Context: an optimization exercise on an open-source flow, tuned for small area, a short achievable clock period and few clock cycles. The choices shown serve that exercise and are no tape-out recipe.
Where RTL was checked, it was by simulation tests only, not by an equivalence proof against the original.
For runs 3 to 5, only the layout was checked, not whether the RTL still works.
Power is estimated from default activity; no workload was simulated.

===== config.mk =====
export PLATFORM = sky130hd
export DESIGN_NAME = msfrx
export DESIGN_NICKNAME = msfrx
export VERILOG_FILES = /design/flow/design.v
export SDC_FILE = /design/flow/constraint.sdc
export NUM_CORES = 4
export LEC_CHECK = 0
export CAP_MARGIN = 20
export CORE_MARGIN = 2
export CORE_UTILIZATION = 65
export CTS_BUF_LIST = sky130_fd_sc_hd__clkbuf_16
export CTS_CLUSTER_DIAMETER = 80
export CTS_CLUSTER_SIZE = 28
export GPL_ROUTABILITY_DRIVEN = 0
export PLACE_DENSITY = 0.8
export SETUP_SLACK_MARGIN = 2.5
export SLEW_MARGIN = 20

===== design.v =====
module msfrx (
    input  wire        clk,
    input  wire        rst,           
    input  wire [1:0]  cmd,           
    input  wire        cancel,
    input  wire        rx_valid,
    input  wire [7:0]  rx_data,
    input  wire        rx_fault,
    output wire        rx_ready,
    output wire        busy,
    output wire        done,
    output wire        ok,
    output wire        err,
    output wire [3:0]  outcome,
    output reg  [8:0]  frame_len,
    input  wire [7:0]  rd_addr,
    output wire [7:0]  rd_data,
    output wire        trk1_present,
    output wire [8:0]  trk1_lo,
    output wire [8:0]  trk1_hi,
    output wire [8:0]  trk1_nf,
    output wire        trk2_present,
    output wire [8:0]  trk2_lo,
    output wire [8:0]  trk2_hi,
    output wire [8:0]  trk2_nf,
    output wire        trk3_present,
    output wire [8:0]  trk3_lo,
    output wire [8:0]  trk3_hi,
    output wire [8:0]  trk3_nf
);
    localparam [7:0] STX  = 8'h02;
    localparam [7:0] ETX  = 8'h03;
    localparam [7:0] CR   = 8'h15;
    localparam [7:0] TEND = 8'h3F;    
    localparam [2:0] OC_NONE       = 3'd0;
    localparam [2:0] OC_FRAME      = 3'd1;
    localparam [2:0] OC_DECODE     = 3'd2;
    localparam [2:0] OC_TRANSPORT  = 3'd3;
    localparam [2:0] OC_STOPPED    = 3'd4;
    localparam [2:0] OC_OVERFLOW   = 3'd5;
    localparam [1:0] S_IDLE = 2'd0;
    localparam [1:0] S_HUNT = 2'd1;
    localparam [1:0] S_DATA = 2'd2;
    localparam [1:0] D_EXPECT = 2'd0;
    localparam [1:0] D_BODY   = 2'd1;
    localparam [1:0] D_STOP   = 2'd2;
    localparam [1:0] D_FAULT  = 2'd3;
    reg [1:0] state;
    reg [2:0] oc;
    reg [1:0] dmode;
    reg [1:0] tn;          
    reg       nonascii;    
    reg [2:0] pres;
    reg [7:0] hi1, hi2, hi3;
    reg [7:0] nf1, nf2, nf3;
    reg [7:0] buf_mem [0:255];
    wire receiving = (state == S_HUNT) || (state == S_DATA);
    assign rx_ready = receiving && !cancel && !rst;
    assign busy     = (state != S_IDLE);
    assign outcome  = {1'b0, oc};
    assign done     = (state == S_IDLE) && (oc != OC_NONE);
    assign ok       = (oc == OC_FRAME);
    assign err      = (oc == OC_DECODE) || (oc == OC_TRANSPORT) || (oc == OC_OVERFLOW);
    assign rd_data  = buf_mem[rd_addr];
    wire [8:0] end1 = {1'b0, hi1} + 9'd2;
    wire [8:0] end2 = {1'b0, hi2} + 9'd2;
    wire [8:0] lo2  = pres[0] ? end1 : 9'd1;
    wire [8:0] lo3  = pres[1] ? end2 : lo2;
    assign trk1_present = pres[0];
    assign trk1_lo      = {8'd0, pres[0]};
    assign trk1_hi      = {1'b0, hi1};
    assign trk1_nf      = {1'b0, nf1};
    assign trk2_present = pres[1];
    assign trk2_lo      = pres[1] ? lo2 : 9'd0;
    assign trk2_hi      = {1'b0, hi2};
    assign trk2_nf      = {1'b0, nf2};
    assign trk3_present = pres[2];
    assign trk3_lo      = pres[2] ? lo3 : 9'd0;
    assign trk3_hi      = {1'b0, hi3};
    assign trk3_nf      = {1'b0, nf3};
    always @(posedge clk) begin
        if (!frame_len[8])
            buf_mem[frame_len[7:0]] <= rx_data;
    end
    wire b_etx  = (rx_data == ETX);
    wire b_cr   = (rx_data == CR);
    wire b_end  = (rx_data == TEND);
    wire b_s1   = (rx_data == 8'h25);    
    wire b_s2   = (rx_data == 8'h3B);    
    wire b_s3   = (rx_data == 8'h2B);    
    wire b_sep  = (tn == 2'd1) ? (rx_data == 8'h5E) :
                  (tn == 2'd2) ? (rx_data == 8'h3D) : (rx_data == 8'h24);
    always @(posedge clk) begin
        if (rst) begin
            state     <= S_IDLE;
            oc        <= OC_NONE;
            frame_len <= 9'd0;
            pres      <= 3'd0;
            hi1 <= 8'd0; hi2 <= 8'd0; hi3 <= 8'd0;
            nf1 <= 8'd0; nf2 <= 8'd0; nf3 <= 8'd0;
        end else begin
            case (state)
                S_IDLE: begin
                    if (!cancel && cmd == 2'd1) begin
                        oc        <= OC_NONE;
                        frame_len <= 9'd0;
                        pres      <= 3'd0;
                        hi1 <= 8'd0; hi2 <= 8'd0; hi3 <= 8'd0;
                        nf1 <= 8'd0; nf2 <= 8'd0; nf3 <= 8'd0;
                        dmode     <= D_EXPECT;
                        tn        <= 2'd1;
                        nonascii  <= 1'b0;
                        state     <= S_HUNT;
                    end
                end
                default: begin    
                    if (cancel || rx_fault || (rx_valid && state == S_DATA &&
                            !b_etx && !b_cr && frame_len[8])) begin
                        oc        <= cancel ? OC_STOPPED :
                                     rx_fault ? OC_TRANSPORT : OC_OVERFLOW;
                        frame_len <= 9'd0;
                        pres      <= 3'd0;
                        hi1 <= 8'd0; hi2 <= 8'd0; hi3 <= 8'd0;
                        nf1 <= 8'd0; nf2 <= 8'd0; nf3 <= 8'd0;
                        state     <= S_IDLE;
                    end else if (rx_valid) begin
                        if (state == S_HUNT) begin
                            if (rx_data == STX)
                                state <= S_DATA;
                        end else if (b_etx) begin
                            state <= S_IDLE;
                            if (dmode == D_FAULT) begin
                                oc   <= OC_DECODE;
                                pres <= 3'd0;
                                hi1 <= 8'd0; hi2 <= 8'd0; hi3 <= 8'd0;
                                nf1 <= 8'd0; nf2 <= 8'd0; nf3 <= 8'd0;
                            end else begin
                                oc <= OC_FRAME;
                                if (dmode == D_BODY) begin
                                    if (tn == 2'd1) nf1 <= 8'd0;
                                    if (tn == 2'd2) nf2 <= 8'd0;
                                    if (tn == 2'd3) nf3 <= 8'd0;
                                end
                            end
                        end else if (!b_cr) begin
                            frame_len <= frame_len + 9'd1;
                            case (dmode)
                                D_EXPECT: begin
                                    if (tn == 2'd1 && b_s1) begin
                                        dmode <= D_BODY; tn <= 2'd1; nf1 <= 8'd1;
                                    end else if (tn != 2'd3 && b_s2) begin
                                        dmode <= D_BODY; tn <= 2'd2; nf2 <= 8'd1;
                                    end else if (b_s3) begin
                                        dmode <= D_BODY; tn <= 2'd3; nf3 <= 8'd1;
                                    end else begin
                                        dmode <= D_STOP;
                                    end
                                    nonascii <= 1'b0;
                                end
                                D_BODY: begin
                                    if (b_end) begin
                                        if (nonascii) begin
                                            dmode <= D_FAULT;
                                        end else begin
                                            if (tn == 2'd1) begin pres[0] <= 1'b1; hi1 <= frame_len[7:0]; end
                                            if (tn == 2'd2) begin pres[1] <= 1'b1; hi2 <= frame_len[7:0]; end
                                            if (tn == 2'd3) begin pres[2] <= 1'b1; hi3 <= frame_len[7:0]; end
                                            if (tn == 2'd3) dmode <= D_STOP;
                                            else            dmode <= D_EXPECT;
                                            tn <= tn + 2'd1;
                                        end
                                    end else begin
                                        if (rx_data[7]) nonascii <= 1'b1;
                                        if (b_sep) begin
                                            if (tn == 2'd1) nf1 <= nf1 + 8'd1;
                                            if (tn == 2'd2) nf2 <= nf2 + 8'd1;
                                            if (tn == 2'd3) nf3 <= nf3 + 8'd1;
                                        end
                                    end
                                end
                                default: ;
                            endcase
                        end
                    end
                end
            endcase
        end
    end
endmodule

===== constraint.sdc =====
create_clock -name core_clock -period 7.0 [get_ports {clk}]
set_input_delay 1.4000 -clock core_clock [delete_from_list [all_inputs] [get_ports {clk}]]
set_output_delay 1.4000 -clock core_clock [all_outputs]
set_load 0.01 [all_outputs]

===== run.sh =====
#!/bin/bash
# synth_recipe.tcl (not shown) runs the flow's synth.tcl, then flattens the netlist and writes it again
# the make line also repeats each setting of config.mk as NAME=value (left out here)
make -C /OpenROAD-flow-scripts/flow DESIGN_CONFIG=/design/flow/config.mk WORK_HOME=/design/flow/orfs CLKGATE_MAP_FILE= SYNTH_SCRIPT=/design/flow/synth_recipe.tcl finish

==> results of run 1 <==
## cell families after synthesis
| logic type | share of synthesized area, % |
|---|---|
| mux | 14.1 |
| xor+xnor | 0.189 |
| fa+ha+maj | 0.255 |
| buf+inv | 1.63 |
| simple gates | 4.24 |
| flops | 75.4 |
| compound gates | 4.14 |
| other cells | 0.00449 |
## sequential cells by signal, summed over array words and instances, names as in the netlist
register / flops
pres: 3
oc: 3
state: 2
hi3: 8
nf1: 8
hi2: 8
dmode: 2
nf2: 8
nonascii: 1
nf3: 8
hi1: 8
buf_mem: 2048
tn: 2
frame_len: 9
## layout by cell type, fill, tap and decap left out, types with 11 or more instances in the layout
cell type	count
buf_16	34
buf_4	133
a211oi_1	14
o21ai_0	37
inv_1	33
clkbuf_16	93
nand3_1	40
conb_1	15
o221ai_1	24
o22ai_2	12
ha_1	17
a21oi_1	78
buf_6	28
dfxtp_1	65
o221ai_2	13
mux2i_1	226
buf_12	35
a21oi_2	28
nor4_4	14
nor3_1	32
mux4_2	418
a221oi_1	12
nand2b_1	25
a22oi_2	19
and3_1	22
nor2_1	358
clkdlybuf4s50_1	93
nor3_4	16
nand2_1	117
nor2b_1	12
edfxtp_1	2053
a22oi_1	100
and2_1	21
a221oi_2	16
o22ai_1	38
nor2_2	12
or3_1	11
## path summary, 6_finish.rpt
kind	to	slack, ns	startpoint
max	rd_data[1]	1.60	rd_addr[1]
min	nf3[7]$_SDFFE_PP0P_	0.51	nf3[7]$_SDFFE_PP0P_
max reg2reg	buf_mem[224][3]$_DFFE_PP_	3.34	frame_len[5]$_SDFFE_PP0P_
min reg2reg	nf3[7]$_SDFFE_PP0P_	0.51	nf3[7]$_SDFFE_PP0P_
## layer usage
metal | global-route usage, % | up-vias | wire [um]
li1 | - | 18100 | -
met1 | 46.4 | 23000 | 74500
met2 | 52.3 | 3797 | 105000
met3 | 8.47 | 643 | 31200
met4 | 13.7 | 2 | 10900
met5 | 0 | - | 7
## layout make-up
class | instances | area (sq um) | area share (%)
tap | 1662 | 2080 | 2.23
sequential | 2118 | 63000 | 67.6
timing repair buffer | 363 | 4600 | 4.94
multi-input combinational | 1972 | 20800 | 22.4
inverter | 18 | 75.1 | 0.0807
clock buffer | 89 | 2230 | 2.39
antenna | 4 | 10.0 | 0.0108
clock inverter | 36 | 310 | 0.333
## critical path: stages
cell	delay [ns]
bufbuf_16	0.30
or2_4	0.36
o221ai_1	0.39
o22ai_1	0.18
o32ai_2	0.36
nor3_2	0.08
buf_4	0.18
nor4_4	0.50
buf_2	0.23
## what timing repair did
action,4_1_cts,5_1_grt
pin swaps,54,40
resized for setup,338,78
gates cloned,25,4
buffers inserted,70,20
setup endpoints to repair,9,8
endpoints found under the hold margin,0,0
## power by group
group,switching (mW),total [mW],leakage (nW),internal [mW]
Combinational,1.45,2.25,8.72,0.804
Sequential,0.0487,14.0,19.0,14.0
Clock,3.77,6.20,1.31,2.44
==> results_dict.tcl, run 1 <==
set metrics [dict create \
    status "finished clean" \
    grt_start_max_net_pins 192 \
    critical_path_arrival_ns 4.00 \
    tightest_slew_ns 1.16 \
    p_per_area_nw_per_um2 241 \
    peakVddDrop_uv 225 \
    n_fill_cell 6874 \
    ctsRootBufferMaster "clkbuf_16" \
    yosys-top-cells-area "edfxtp_1 (74%), mux4_2 (11%), mux2i_1 (2.8%), nor2_1 (1.7%), dfxtp_1 (1.6%)" \
    grt_pass1_vias 44100 \
    nets 4601 \
    synthToLayoutAreaGrowth_pct 11.5 \
    num_rows 131 \
    synth-seq-area-share_pct 75.4 \
    viasPerCell 7.27 \
    setup_viol 0 \
    hold_class "reg -> reg" \
    vias 45500 \
    synth_top_area_cell "edfxtp_1" \
    placed_cells 6012 \
    path_max_fanout 13 \
    tns_ns 0 \
    clk_pin_slew_ns 0.09 \
    avgSynthCellArea_sq_um 19.1 \
    synth_common_cells "edfxtp_1 (2053), mux4_2 (418), nor2_1 (374)" \
    yosysTopAreaCellShare_pct 73.9 \
    fp.dieH_um 362 \
    hold_viol 0 \
    fin_util_pct 73.0 \
    hold-path-cell-count 1 \
    power.total_mw 22.5 \
    synth_area_sq_um 83500 \
    wire_per_inst_um 35.3 \
    period_share_pct 77.1 \
    insertion_delay_ns 0.77 \
    synth_flop_cell "edfxtp_1" \
    synth_edf_count 2053 \
    leakage_nw 29.0 \
    crit_required_ns 5.60 \
    endpoint_kind "output pin" \
    postSynthCellCount 4364 \
    h-tree-depth 3 \
    wirelength_um 221000 \
    initial_core_util_pct 65.4 \
    coreArea_sq_um 128000 \
    worst-setup-path-type "in -> out" \
    rr_worst_depth 3 \
    io_pins 133 \
    overflow 0 \
    placed_cell_area_sq_um 86900 \
    slew_violations 0 \
    grtUsageTotal_pct 33.6 \
    antenna_found_initial 2 \
    synth_warnings 1 \
    grt_pass1_wl_um 313000 \
    hpwlAfterDp_um 127000 \
    drt_iter0_markers 7506 \
    drive_above_1_share_pct 22.8 \
    clock-sinks 2118 \
    hold_buffers 0 \
    antenna_left 0 \
    cts.path.max_buffers 3 \
    first_pass_iters 10 \
    dp_worst_setup_slack_ns 0.292 \
    critical_path.startpoint_type "primary input" \
    tritoncts "done" \
    stdcell_area_sq_um 93100 \
    io_buffers 117 \
    die_area_sq_um 131000 \
    ys_ff_latch 2118 \
    rsz0062_at_grt "true" \
    min_period_ns 5.40 \
    finClkSkew_ns 0.0382 \
    yosysMostFrequentCell "edfxtp_1" \
    fmax_mhz 185 \
    whs_ns 0.505 \
    synth_cell_type_count 82 \
    instances_no_fill 6262 \
    die_w_um 362 \
    cts_made_buffers 88 \
    maxCapViolCount 0 \
    setup_slack_ns 1.60 \
    maxSlewHeadroom_pct 22.3 \
    async_flop_share_pct 0 \
    drc 0 \
]
Testbench counts, summed over its fixed seeds: cycles 16,388.
==> inputs of run 2 (changes only) <==
--- a/config.mk
+++ b/config.mk
@@ -13,3 +13,2 @@
 export CTS_CLUSTER_SIZE = 28
-export GPL_ROUTABILITY_DRIVEN = 0
 export PLACE_DENSITY = 0.8
==> run 2 against run 1 <==
Effect of this change:
- still clean
- clock power hardly changed
- clock skew stayed put
- cell count stayed put
- count of clock-buffer cells in the layout stayed put
- sequential share of layout area stayed put
- critical path depth stayed put
- routed wire length stayed put
- register-to-register slack hardly changed
- via count stayed put
- area after synthesis stayed put
- synthesized cell count stayed put
- die area stayed put
- largest cell class unchanged
==> results_dict.tcl, run 2 <==
set metrics [dict create \
    status "finished clean" \
    instances_no_fill 6262 \
    io_pins 133 \
    hold_buffers 0 \
    yosysMostFrequentCell "edfxtp_1" \
    die_w_um 362 \
    min_period_ns 5.40 \
    path_max_fanout 13 \
    clk_pin_slew_ns 0.09 \
    drive_above_1_share_pct 22.8 \
    yosys-top-cells-area "edfxtp_1 (74%), mux4_2 (11%), mux2i_1 (2.8%), nor2_1 (1.7%), dfxtp_1 (1.6%)" \
    ys_ff_latch 2118 \
    grtUsageTotal_pct 33.6 \
    cts_made_buffers 88 \
    tightest_slew_ns 1.16 \
    synth_warnings 1 \
    vias 45500 \
    antenna_left 0 \
    tns_ns 0 \
    fmax_mhz 185 \
    final_common_cell "edfxtp_1" \
    viasPerCell 7.27 \
    num_rows 131 \
    yosysTopAreaCellShare_pct 73.9 \
    synth_flop_cell "edfxtp_1" \
    drt_iter0_markers 7506 \
    wire_per_inst_um 35.3 \
    io_buffers 117 \
    crit_required_ns 5.60 \
    grt_pass1_wl_um 313000 \
    insertion_delay_ns 0.77 \
    placed_cell_area_sq_um 86900 \
    peakVddDrop_uv 225 \
    synth_edf_count 2053 \
    grt_pass1_vias 44100 \
    nets 4601 \
    ctsRootBufferMaster "clkbuf_16" \
    synth_common_cells "edfxtp_1 (2053), mux4_2 (418), nor2_1 (374)" \
    slew_violations 0 \
    async_flop_share_pct 0 \
    placed_cells 6012 \
    initial_core_util_pct 65.4 \
    drc 0 \
    h-tree-depth 3 \
    stdcell_area_sq_um 93100 \
    rsz0062_at_grt "true" \
    overflow 0 \
    synth_top_area_cell "edfxtp_1" \
    avgSynthCellArea_sq_um 19.1 \
    coreArea_sq_um 128000 \
    whs_ns 0.505 \
    leakage_nw 29.0 \
    maxCapViolCount 0 \
    critical_path_arrival_ns 4.00 \
    fp.dieH_um 362 \
    setup_viol 0 \
    grt_start_max_net_pins 192 \
    n_fill_cell 6874 \
    place_congestion 0.926 \
    finClkSkew_ns 0.0382 \
    wirelength_um 221000 \
    maxSlewHeadroom_pct 22.3 \
    p_per_area_nw_per_um2 241 \
    antenna_found_initial 2 \
    critical_path.startpoint_type "primary input" \
    postSynthCellCount 4364 \
    hold_class "reg -> reg" \
    synthToLayoutAreaGrowth_pct 11.5 \
    period_share_pct 77.1 \
    hold_viol 0 \
    dp_worst_setup_slack_ns 0.292 \
    largest_reg_flops 2048 \
    synth_cell_type_count 82 \
    first_pass_iters 10 \
    die_area_sq_um 131000 \
    synth-seq-area-share_pct 75.4 \
    worst-setup-path-type "in -> out" \
    endpoint_kind "output pin" \
    cts.path.max_buffers 3 \
    hpwlAfterDp_um 127000 \
    setup_slack_ns 1.60 \
    synth_area_sq_um 83500 \
    clock-sinks 2118 \
    tritoncts "done" \
    mostFrequentLayoutCells "edfxtp_1 (2053), mux4_2 (418), nor2_1 (358)" \
]
==> run 2: critical path, stage by stage <==
cell and delay (ns):
bufbuf_16 0.30, or2_4 0.36, o221ai_1 0.39, o22ai_1 0.18
o32ai_2 0.36, nor3_2 0.08, buf_4 0.18, nor4_4 0.50
buf_2 0.23
==> run 2: cells by family after synthesis <==
logic type	after synthesis	share of synthesized area, %
muxes	654	14.1
other	1	0.00449
AOI/OAI and AO/OA	494	4.14
buffers and inverters	289	1.63
and+or+nand+nor	773	4.24
DFF	2118	75.4
xor gates and xnor gates	18	0.189
adders and majority gates	17	0.255
==> run 2: area by class of cell <==
cell class,count,area (sq um),share of cell area (%)
sequential,2118,63000,67.6
tap,1662,2080,2.23
timing repair buffer,363,4600,4.94
clock inverter,36,310,0.333
clock buffer,89,2230,2.39
multi-input combinational,1972,20800,22.4
antenna,4,10.0,0.0108
inverter,18,75.1,0.0807
==> run 2: path summary, 6_finish.rpt <==
| check | startpoint | to | slack [ns] | cells after the start |
|---|---|---|---|---|
| hold / removal | nf3[7]$_SDFFE_PP0P_ | nf3[7]$_SDFFE_PP0P_ | 0.51 | 1 |
| hold reg to reg | nf3[7]$_SDFFE_PP0P_ | nf3[7]$_SDFFE_PP0P_ | 0.51 | 1 |
| setup reg to reg | frame_len[5]$_SDFFE_PP0P_ | buf_mem[224][3]$_DFFE_PP_ | 3.34 | 3 |
| setup / recovery | rd_addr[1] | rd_data[1] | 1.60 | 9 |
==> run 2: where the power goes <==
group | total, mW | switching, mW | internal [mW]
clock | 6.20 | 3.77 | 2.44
combinational | 2.25 | 1.45 | 0.804
sequential | 14.0 | 0.0487 | 14.0
total | 22.5 | 5.26 | 17.2
==> run 2: layer usage <==
| layer | part of all wire [%] | track usage, % | up-vias |
|---|---|---|---|
| met5 | 0.0032 | 0 | - |
| met4 | 4.9 | 13.7 | 2 |
| met3 | 14 | 8.47 | 643 |
| met2 | 47 | 52.3 | 3797 |
| met1 | 34 | 46.4 | 23000 |
| li1 | - | - | 18100 |
==> run 2: what timing repair did <==
item,CTS,global route
gates resized for setup,338,78
cloned,25,4
setup endpoints to repair,9,8
setup buffers,70,20
pin swaps,54,40
endpoints found under the hold margin,0,0
==> run 2: stage by stage <==
stage	power [mW]	util, %
after CTS	22.3	72.4
final	22.5	73.0
after detailed placement	16.2	68.1
after floorplan	15.4	-
after global routing	22.9	73.0
after global placement	16.1	68.1
==> inputs of run 3 (changes only) <==
--- a/design.v
+++ b/design.v
@@ -63,3 +63,12 @@
     assign err      = (oc == OC_DECODE) || (oc == OC_TRANSPORT) || (oc == OC_OVERFLOW);
-    assign rd_data  = buf_mem[rd_addr];
+    wire [15:0] ra_lo = 16'd1 << rd_addr[3:0];
+    wire [15:0] ra_hi = 16'd1 << rd_addr[7:4];
+    reg  [7:0]  rd_or;
+    integer k;
+    always @(*) begin
+        rd_or = 8'd0;
+        for (k = 0; k < 256; k = k + 1)
+            rd_or = rd_or | (buf_mem[k] & {8{ra_hi[k/16] & ra_lo[k%16]}});
+    end
+    assign rd_data = rd_or;
     wire [8:0] end1 = {1'b0, hi1} + 9'd2;
--- a/config.mk
+++ b/config.mk
@@ -10,6 +10,4 @@
 export CORE_UTILIZATION = 65
-export CTS_BUF_LIST = sky130_fd_sc_hd__clkbuf_16
-export CTS_CLUSTER_DIAMETER = 80
-export CTS_CLUSTER_SIZE = 28
-export PLACE_DENSITY = 0.8
+export CTS_BUF_LIST = sky130_fd_sc_hd__clkbuf_4 sky130_fd_sc_hd__clkbuf_8
+export PLACE_DENSITY = 0.7
 export SETUP_SLACK_MARGIN = 2.5
==> run 3 against run 2 <==
Effect of this change:
- the flow now stops in global routing (5_1_grt)
- synthesized cell count grew 15%
- area after synthesis shrank 2.9%
==> results_dict.tcl, run 3 <==
set metrics [dict create \
    cts_made_buffers 341 \
    synth_area_sq_um 81100 \
    place_congestion 1.33 \
    io_buffers 117 \
    yosysMostFrequentCell "edfxtp_1" \
    cts.path.max_buffers 4 \
    overflow 156 \
    status "did not finish" \
    synth_warnings 1 \
    yosys-top-cells-area "edfxtp_1 (76%), a22oi_1 (4.2%), a32oi_1 (2.5%), nor2_1 (2.2%), dfxtp_1 (1.6%)" \
    die_w_um 357 \
    clock-sinks 2118 \
    synth_edf_count 2053 \
    io_pins 133 \
    synth_common_cells "edfxtp_1 (2053), nor2_1 (466), a22oi_1 (457)" \
    postSynthCellCount 5039 \
    synth_cell_type_count 76 \
    ys_ff_latch 2118 \
    synth-seq-area-share_pct 77.7 \
    avgSynthCellArea_sq_um 16.1 \
    lastStage "global routing (5_1_grt)" \
    initial_core_util_pct 65.5 \
    hpwlAfterDp_um 320000 \
    grtUsageTotal_pct 83.3 \
    placed_cell_area_sq_um 90900 \
    yosysTopAreaCellShare_pct 76.1 \
    ctsRootBufferMaster "clkbuf_8" \
    placed_cells 7238 \
    grt_start_max_net_pins 202 \
    fp.dieH_um 357 \
    async_flop_share_pct 0 \
    synth_flop_cell "edfxtp_1" \
    grt_pass1_vias 72000 \
    grt_pass1_wl_um 691000 \
    num_rows 129 \
    stop_error "[ERROR GRT-0116] Global routing finished with congestion. Check the congestion regions in the DRC Viewer." \
    h-tree-depth 5 \
    dp_worst_setup_slack_ns -0.564 \
    hold_buffers 0 \
    synth_top_area_cell "edfxtp_1" \
]
[run 3: cell types whose count changed after synthesis, sizes merged, moves of 73 or more]
cell / previous run / this run
mux4: 418 / 0
a22oi: 119 / 457
a32oi: 3 / 227
mux2i: 234 / 19
nand3: 49 / 239
nand4: 6 / 101
nor2: 374 / 466
o22ai: 51 / 131
a22o: 8 / 81
[run 3: power by group through the flow]
stage          sequential, mW  clock, mW  combinational [mW]
3_3_place_gp             14.2          0                1.19
4_1_cts                  14.0       10.1                1.37
2_1_floorplan            14.2          0               0.406
3_5_place_dp             14.2          0                1.21
[run 3: repair_timing]
action,4_1_cts
setup buffers,145
endpoints found under the setup margin,13
resized for setup,369
pin swaps,99
cloned,24
[run 3: cell families after synthesis]
group           Yosys count  share of synthesized area [%]
compound gates         1205                           11.6
xor+xnor                 16                          0.173
fa+ha+maj                16                          0.247
buf+inv                 374                           1.98
flops                  2118                           77.7
mux                      19                          0.235
other cells               1                        0.00463
simple gates           1290                           8.05
[run 3: metal layers]
metal / overflow / track usage [%]
met2: 67 / 91.0
met1: 11 / 85.4
met5: 3 / 63.7
met4: 58 / 75.2
met3: 17 / 78.0
[run 3: worst min path at each step]
stage	from	end	cells past startpoint
global placement	hi3[3]$_SDFFE_PP0P_	hi3[3]$_SDFFE_PP0P_	1
CTS	hi3[0]$_SDFFE_PP0P_	hi3[0]$_SDFFE_PP0P_	1
floorplan	nf1[1]$_SDFFE_PP0P_	nf1[1]$_SDFFE_PP0P_	2
detailed placement	hi3[0]$_SDFFE_PP0P_	hi3[0]$_SDFFE_PP0P_	1
==> inputs of run 4 (changes only) <==
--- a/design.v
+++ b/design.v
@@ -63,4 +63,4 @@
     assign err      = (oc == OC_DECODE) || (oc == OC_TRANSPORT) || (oc == OC_OVERFLOW);
-    wire [15:0] ra_lo = 16'd1 << rd_addr[3:0];
-    wire [15:0] ra_hi = 16'd1 << rd_addr[7:4];
+    wire [255:0] rd_sel;
+    msfrx_rd_dec u_rd_dec (.addr(rd_addr), .sel(rd_sel));
     reg  [7:0]  rd_or;
@@ -70,3 +70,3 @@
         for (k = 0; k < 256; k = k + 1)
-            rd_or = rd_or | (buf_mem[k] & {8{ra_hi[k/16] & ra_lo[k%16]}});
+            rd_or = rd_or | (buf_mem[k] & {8{rd_sel[k]}});
     end
@@ -198 +198,14 @@
 endmodule
+module msfrx_rd_dec (
+    input  wire [7:0]   addr,
+    output wire [255:0] sel
+);
+    wire [15:0] lo = 16'd1 << addr[3:0];
+    wire [15:0] hi = 16'd1 << addr[7:4];
+    genvar i;
+    generate
+        for (i = 0; i < 256; i = i + 1) begin : g_sel
+            assign sel[i] = hi[i / 16] & lo[i % 16];
+        end
+    endgenerate
+endmodule
--- a/config.mk
+++ b/config.mk
@@ -10,3 +10,5 @@
 export CORE_UTILIZATION = 65
-export CTS_BUF_LIST = sky130_fd_sc_hd__clkbuf_4 sky130_fd_sc_hd__clkbuf_8
+export CTS_BUF_LIST = sky130_fd_sc_hd__clkbuf_16
+export CTS_CLUSTER_DIAMETER = 80
+export CTS_CLUSTER_SIZE = 28
 export PLACE_DENSITY = 0.7
@@ -14 +16,3 @@
 export SLEW_MARGIN = 20
+export SYNTH_HIERARCHICAL = 1
+export SYNTH_MINIMUM_KEEP_SIZE = 0
==> run 4 against run 3 <==
Effect of this change:
- the run again fails in global routing (5_1_grt)
- synthesized cell count decreased by 4.9%
- area after synthesis fell by 1.5%
==> results_dict.tcl, run 4 <==
set metrics [dict create \
    status "did not finish" \
    lastStage "global routing (5_1_grt)" \
    stop_error "[ERROR GRT-0116] Global routing finished with congestion. Check the congestion regions in the DRC Viewer." \
    grt_start_max_net_pins 124 \
    hpwlAfterDp_um 330000 \
    yosys-top-cells-area "edfxtp_1 (77%), a22o_1 (4.0%), a221oi_1 (3.9%), a22oi_1 (3.0%), nor2_1 (2.7%)" \
    grtUsageTotal_pct 79.7 \
    grt_pass1_wl_um 640000 \
    synth_cell_type_count 81 \
    num_rows 128 \
    synth_edf_count 2053 \
    synth_common_cells "edfxtp_1 (2053), nor2_1 (570), a22o_1 (360)" \
    h-tree-depth 3 \
    fp.dieH_um 354 \
    overflow 17 \
    ys_ff_latch 2118 \
    async_flop_share_pct 0 \
    avgSynthCellArea_sq_um 16.6 \
    grt_pass1_vias 63600 \
    synth-seq-area-share_pct 78.9 \
    synth_warnings 7 \
    die_w_um 354 \
    cts_made_buffers 90 \
    initial_core_util_pct 65.5 \
    io_buffers 117 \
    postSynthCellCount 4794 \
    synth_flop_cell "edfxtp_1" \
    synth_area_sq_um 79800 \
    ctsRootBufferMaster "clkbuf_16" \
    clock-sinks 2118 \
    cts.path.max_buffers 3 \
    synth_top_area_cell "edfxtp_1" \
    place_congestion 1.34 \
    io_pins 133 \
    yosysTopAreaCellShare_pct 77.2 \
    yosysMostFrequentCell "edfxtp_1" \
]
## run 4: Yosys stat by module (local to each module, per instance)
| module | cells | area (sq um) | copies in the design | flip-flops and latches |
|---|---|---|---|---|
| msfrx | 4444 | 78100 | 1 | 2118 |
| msfrx_rd_dec | 350 | 1680 | 1 | 0 |
## run 4: power by group through the flow
| stage | clock (mW) | combinational [mW] | sequential [mW] |
|---|---|---|---|
| after floorplan | 0 | 0.260 | 14.2 |
| after global placement | 0 | 0.810 | 14.2 |
| after detailed placement | 0 | 0.827 | 14.2 |
| after CTS | 6.32 | 0.913 | 13.9 |
## run 4: logic make-up after synthesis
| logic type | count (synthesis) | share of synthesized area [%] |
|---|---|---|
| AND/OR/NAND/NOR | 1059 | 6.51 |
| adder cells (fa/ha/maj) | 16 | 0.251 |
| other | 1 | 0.00470 |
| AO/OA/AOI/OAI | 1147 | 11.7 |
| flip-flops | 2118 | 78.9 |
| buffers and inverters | 417 | 2.19 |
| multiplexers | 19 | 0.238 |
| XOR/XNOR | 17 | 0.187 |
## run 4: worst max-delay path by stage
stage                      end  slack (ns)
floorplan           rd_data[5]        2.19
global placement    rd_data[6]       -0.93
detailed placement  rd_data[1]       -0.74
CTS                 rd_data[6]        0.93
## run 4: per-stage QoR
stage               utilization [%]  instance area (sq um)  setup slack (ns)  std cells
floorplan                         -                  80400              2.19       4808
detailed placement             73.3                  89300            -0.736       7012
CTS                            78.4                  95500             0.930       7261
global placement               73.0                  89000            -0.926       6997
## run 4: what timing repair did
item                                   in CTS
gates cloned                               11
endpoints found under the hold margin       0
hold buffers                                0
setup endpoints to repair                   8
buffers inserted                          113
pin swaps                                 106
gates resized for setup                   516
## run 4: per-layer routing
layer	track usage [%]	GRT overflow
met5	53.5	0
met4	72.3	7
met3	73.8	1
met2	88.1	9
met1	81.8	0
==> inputs of run 5 (changes only) <==
--- a/design.v
+++ b/design.v
@@ -63,4 +63,4 @@
     assign err      = (oc == OC_DECODE) || (oc == OC_TRANSPORT) || (oc == OC_OVERFLOW);
-    wire [255:0] rd_sel;
-    msfrx_rd_dec u_rd_dec (.addr(rd_addr), .sel(rd_sel));
+    wire [63:0] grp_sel;
+    msfrx_rd_dec u_rd_dec (.addr(rd_addr[7:2]), .sel(grp_sel));
     reg  [7:0]  rd_or;
@@ -69,4 +69,4 @@
         rd_or = 8'd0;
-        for (k = 0; k < 256; k = k + 1)
-            rd_or = rd_or | (buf_mem[k] & {8{rd_sel[k]}});
+        for (k = 0; k < 64; k = k + 1)
+            rd_or = rd_or | (buf_mem[{k[5:0], rd_addr[1:0]}] & {8{grp_sel[k]}});
     end
@@ -199,11 +199,11 @@
 module msfrx_rd_dec (
-    input  wire [7:0]   addr,
-    output wire [255:0] sel
+    input  wire [5:0]  addr,
+    output wire [63:0] sel
 );
-    wire [15:0] lo = 16'd1 << addr[3:0];
-    wire [15:0] hi = 16'd1 << addr[7:4];
+    wire [7:0] lo = 8'd1 << addr[2:0];
+    wire [7:0] hi = 8'd1 << addr[5:3];
     genvar i;
     generate
-        for (i = 0; i < 256; i = i + 1) begin : g_sel
-            assign sel[i] = hi[i / 16] & lo[i % 16];
+        for (i = 0; i < 64; i = i + 1) begin : g_sel
+            assign sel[i] = hi[i / 8] & lo[i % 8];
         end
==> run 5 against run 4 <==
Effect of this change:
- the run now finishes clean
- area after synthesis rose by 3.4%
- synthesized cell count fell by 15%
==> results_dict.tcl, run 5 <==
set metrics [dict create \
    status "finished clean" \
    cts_made_buffers 89 \
    hp-start "hi3[5]$_SDFFE_PP0P_" \
    insertion_delay_ns 0.75 \
    setup_slack_ns 1.38 \
    io_buffers 117 \
    postSynthCellCount 4074 \
    dp_worst_setup_slack_ns 0.0118 \
    worst-setup-path-type "in -> out" \
    crit_required_ns 5.60 \
    rr_worst_depth 3 \
    grt_pass1_vias 44500 \
    r2r_end "buf_mem[137][7]$_DFFE_PP_" \
    synth_edf_count 2053 \
    synth_top_area_cell "edfxtp_1" \
    final_common_cell "edfxtp_1" \
    yosys-top-cells-area "edfxtp_1 (75%), mux4_2 (14%), a22oi_1 (2.4%), nor2_1 (1.8%), dfxtp_1 (1.6%)" \
    vias 45900 \
    die_area_sq_um 130000 \
    routed.top_layer "met5" \
    hold_class "reg -> reg" \
    clk_pin_slew_ns 0.11 \
    synth-seq-area-share_pct 76.3 \
    h-tree-depth 3 \
    avgSynthCellArea_sq_um 20.2 \
    io_pins 133 \
    wire_per_inst_um 45.3 \
    antenna_found_initial 19 \
    hold_buffers 0 \
    grt_start_max_net_pins 170 \
    hold-path-cell-count 1 \
    fp.dieH_um 360 \
    hpwlAfterDp_um 179000 \
    antenna_left 0 \
    num_rows 130 \
    ff2ff_setup_slack_ns 3.23 \
    hold_viol 0 \
    place_congestion 1.09 \
    largest_reg_flops 2048 \
    maxSlewHeadroom_pct 13.1 \
    first_pass_iters 6 \
    grt_pass1_wl_um 370000 \
    critical_path_arrival_ns 4.22 \
    rsz0062_at_grt "true" \
    initial_core_util_pct 65.6 \
    wirelength_um 272000 \
    stdcell_area_sq_um 91600 \
    leakage_nw 27.9 \
    finClkSkew_ns 0.0276 \
    tritoncts "done" \
    synth_area_sq_um 82500 \
    die_w_um 360 \
    slew_violations 0 \
    yosysMostFrequentCell "edfxtp_1" \
    p_per_area_nw_per_um2 244 \
    fmax_mhz 178 \
    viasPerCell 7.65 \
    critical_path.startpoint_type "primary input" \
    path_max_fanout 8 \
    drive_above_1_share_pct 26.4 \
    grtUsageTotal_pct 42.5 \
    r2r-start "frame_len[3]$_SDFFE_PP0P_" \
    overflow 0 \
    synth_cell_type_count 68 \
    min_period_ns 5.62 \
    maxCapViolCount 0 \
    async_flop_share_pct 0 \
    yosysTopAreaCellShare_pct 74.7 \
    min_to "hi3[5]$_SDFFE_PP0P_" \
    peakVddDrop_uv 228 \
    synth_warnings 7 \
    coreArea_sq_um 126000 \
    ctsRootBufferMaster "clkbuf_16" \
    ys_ff_latch 2118 \
    setup_viol 0 \
    dr_wl_met2_um 122000 \
    placed_cell_area_sq_um 86400 \
    drt_iter0_markers 8644 \
    nets 4350 \
    cts.path.max_buffers 3 \
    drc 0 \
    tightest_slew_ns 1.30 \
    mostFrequentLayoutCells "edfxtp_1 (2053), mux4_2 (512), nor2_1 (359)" \
    wl_met3_um 40300 \
    synth_flop_cell "edfxtp_1" \
    endpoint_kind "output pin" \
    synthToLayoutAreaGrowth_pct 11.1 \
    wl_met1_um 90900 \
    period_share_pct 80.3 \
    clock-sinks 2118 \
    synth_common_cells "edfxtp_1 (2053), mux4_2 (512), nor2_1 (390)" \
]
-- run 5: cell count changes after synthesis, moves of 56 or more --
| cell | change |
|---|---|
| a22oi_1 | -64 |
| nor2_1 | -180 |
| clkbuf_1 | -168 |
| buf_1 | +56 |
| a221oi_1 | -351 |
| a22o_1 | -352 |
| nand4_1 | -88 |
| mux4_2 | +512 |
-- run 5: stage by stage --
| step | setup TNS, ns | hold slack, ns | power [mW] | util [%] | instances |
|---|---|---|---|---|---|
| floorplan | 0 | 0.497 | 15.3 | - | 4088 |
| global placement | -0.210 | 0.463 | 16.2 | 68.7 | 5753 |
| finish | 0 | 0.497 | 22.4 | 72.9 | 5998 |
| detailed placement | 0 | 0.466 | 16.2 | 68.7 | 5754 |
| global route | 0 | 0.522 | 22.7 | 72.8 | 5987 |
| CTS | 0 | 0.491 | 22.2 | 72.6 | 5977 |
-- run 5: worst max-delay path: stages --
cell,delay (ns)
buf_16,0.21
buf_16,0.18
buf_12,0.11
buf_16,0.12
mux4_2,0.52
a22oi_2,0.41
nand4_1,0.38
nor4_1,0.39
buf_4,0.17
nand2_2,0.11
buf_2,0.19
-- run 5: metal layers --
metal	vias to the layer above	GRT usage, %
met5	-	0
met2	4239	62.2
met1	23700	57.9
li1	17300	-
met3	693	12.9
met4	8	24.0
-- run 5: cells by family (layout without fill, tap and decap cells) --
logic type	count (synthesis)	count (layout)	synth area share [%]
flops	2118	2118	76.3
simple gates	707	707	4.06
fa+ha+maj	16	16	0.243
mux	532	532	14.2
xor+xnor	18	18	0.191
buf+inv	296	544	1.48
other cells	1	27	0.00455
compound gates	386	386	3.48
-- run 5: final cells by class --
type                            count  area, sq um
Sequential cell                  2118        63000
Clock buffer                       89         2230
Multi-Input combinational cell   1674        19500
Inverter                           20         75.1
Clock inverter                     27          249
Fill cell                        6905        34100
Antenna cell                       12         30.0
Timing Repair Buffer              408         4550
Tap cell                         1650         2060
-- run 5: what timing repair did --
item                                    4_1_cts  5_1_grt
endpoints found under the setup margin        8        8
setup buffers                                93        7
cloned                                       14        0
pin swaps                                    90       33
gates resized for setup                     284       25
-- run 5: Yosys stat by module (local to each module, per instance) --
module	times used	area (sq um)	cells
msfrx	1	82000	3979
msfrx_rd_dec	1	468	95
-- run 5: worst max path at each step --
stage	from	end	cells past startpoint
after floorplan	rd_addr[1]	rd_data[5]	8
after global placement	rd_addr[6]	rd_data[5]	10
after detailed placement	rd_addr[0]	rd_data[2]	11
after CTS	rd_addr[0]	rd_data[2]	11
after global routing	rd_addr[0]	rd_data[2]	9
final	rd_addr[0]	rd_data[1]	11
-- run 5: power breakdown --
part,switching (mW),total (mW),internal [mW]
Clock,3.80,6.17,2.37
Sequential,0.0704,14.0,14.0
Combinational,1.48,2.19,0.711

[separate check: timing with driven ports]
Ports are ideal in the flow. The routed layouts listed here were re-timed in OpenROAD. Step 1 (the two cells are an assumption about what drives the block):
set clk [get_ports {clk}]
set_driving_cell -lib_cell sky130_fd_sc_hd__clkbuf_16 $clk
set_driving_cell -lib_cell sky130_fd_sc_hd__buf_2 [delete_from_list [all_inputs] $clk]
Step 2 also shifts input and output timing later by t, the mid clock arrival at the registers, as if the neighbouring blocks saw the same clock. a / b / c = ideal / step 1 / step 2; a / b = the first two.
run | t (ns) | setup WS [ns] | hold WS [ns] | worst setup path at the end | worst register clock-pin slew, ns
run 1 | 0.842 | 1.600 / 1.265 / 1.265 | 0.505 / 0.505 / 0.505 | input to output | 0.11 / 0.11
run 2 | 0.842 | 1.600 / 1.265 / 1.265 | 0.505 / 0.505 / 0.505 | input to output | 0.11 / 0.11
run 5 | 0.818 | 1.378 / 1.103 / 1.103 | 0.497 / 0.497 / 0.497 | input to output | 0.11 / 0.11
After both steps setup and hold are still met in every run listed.
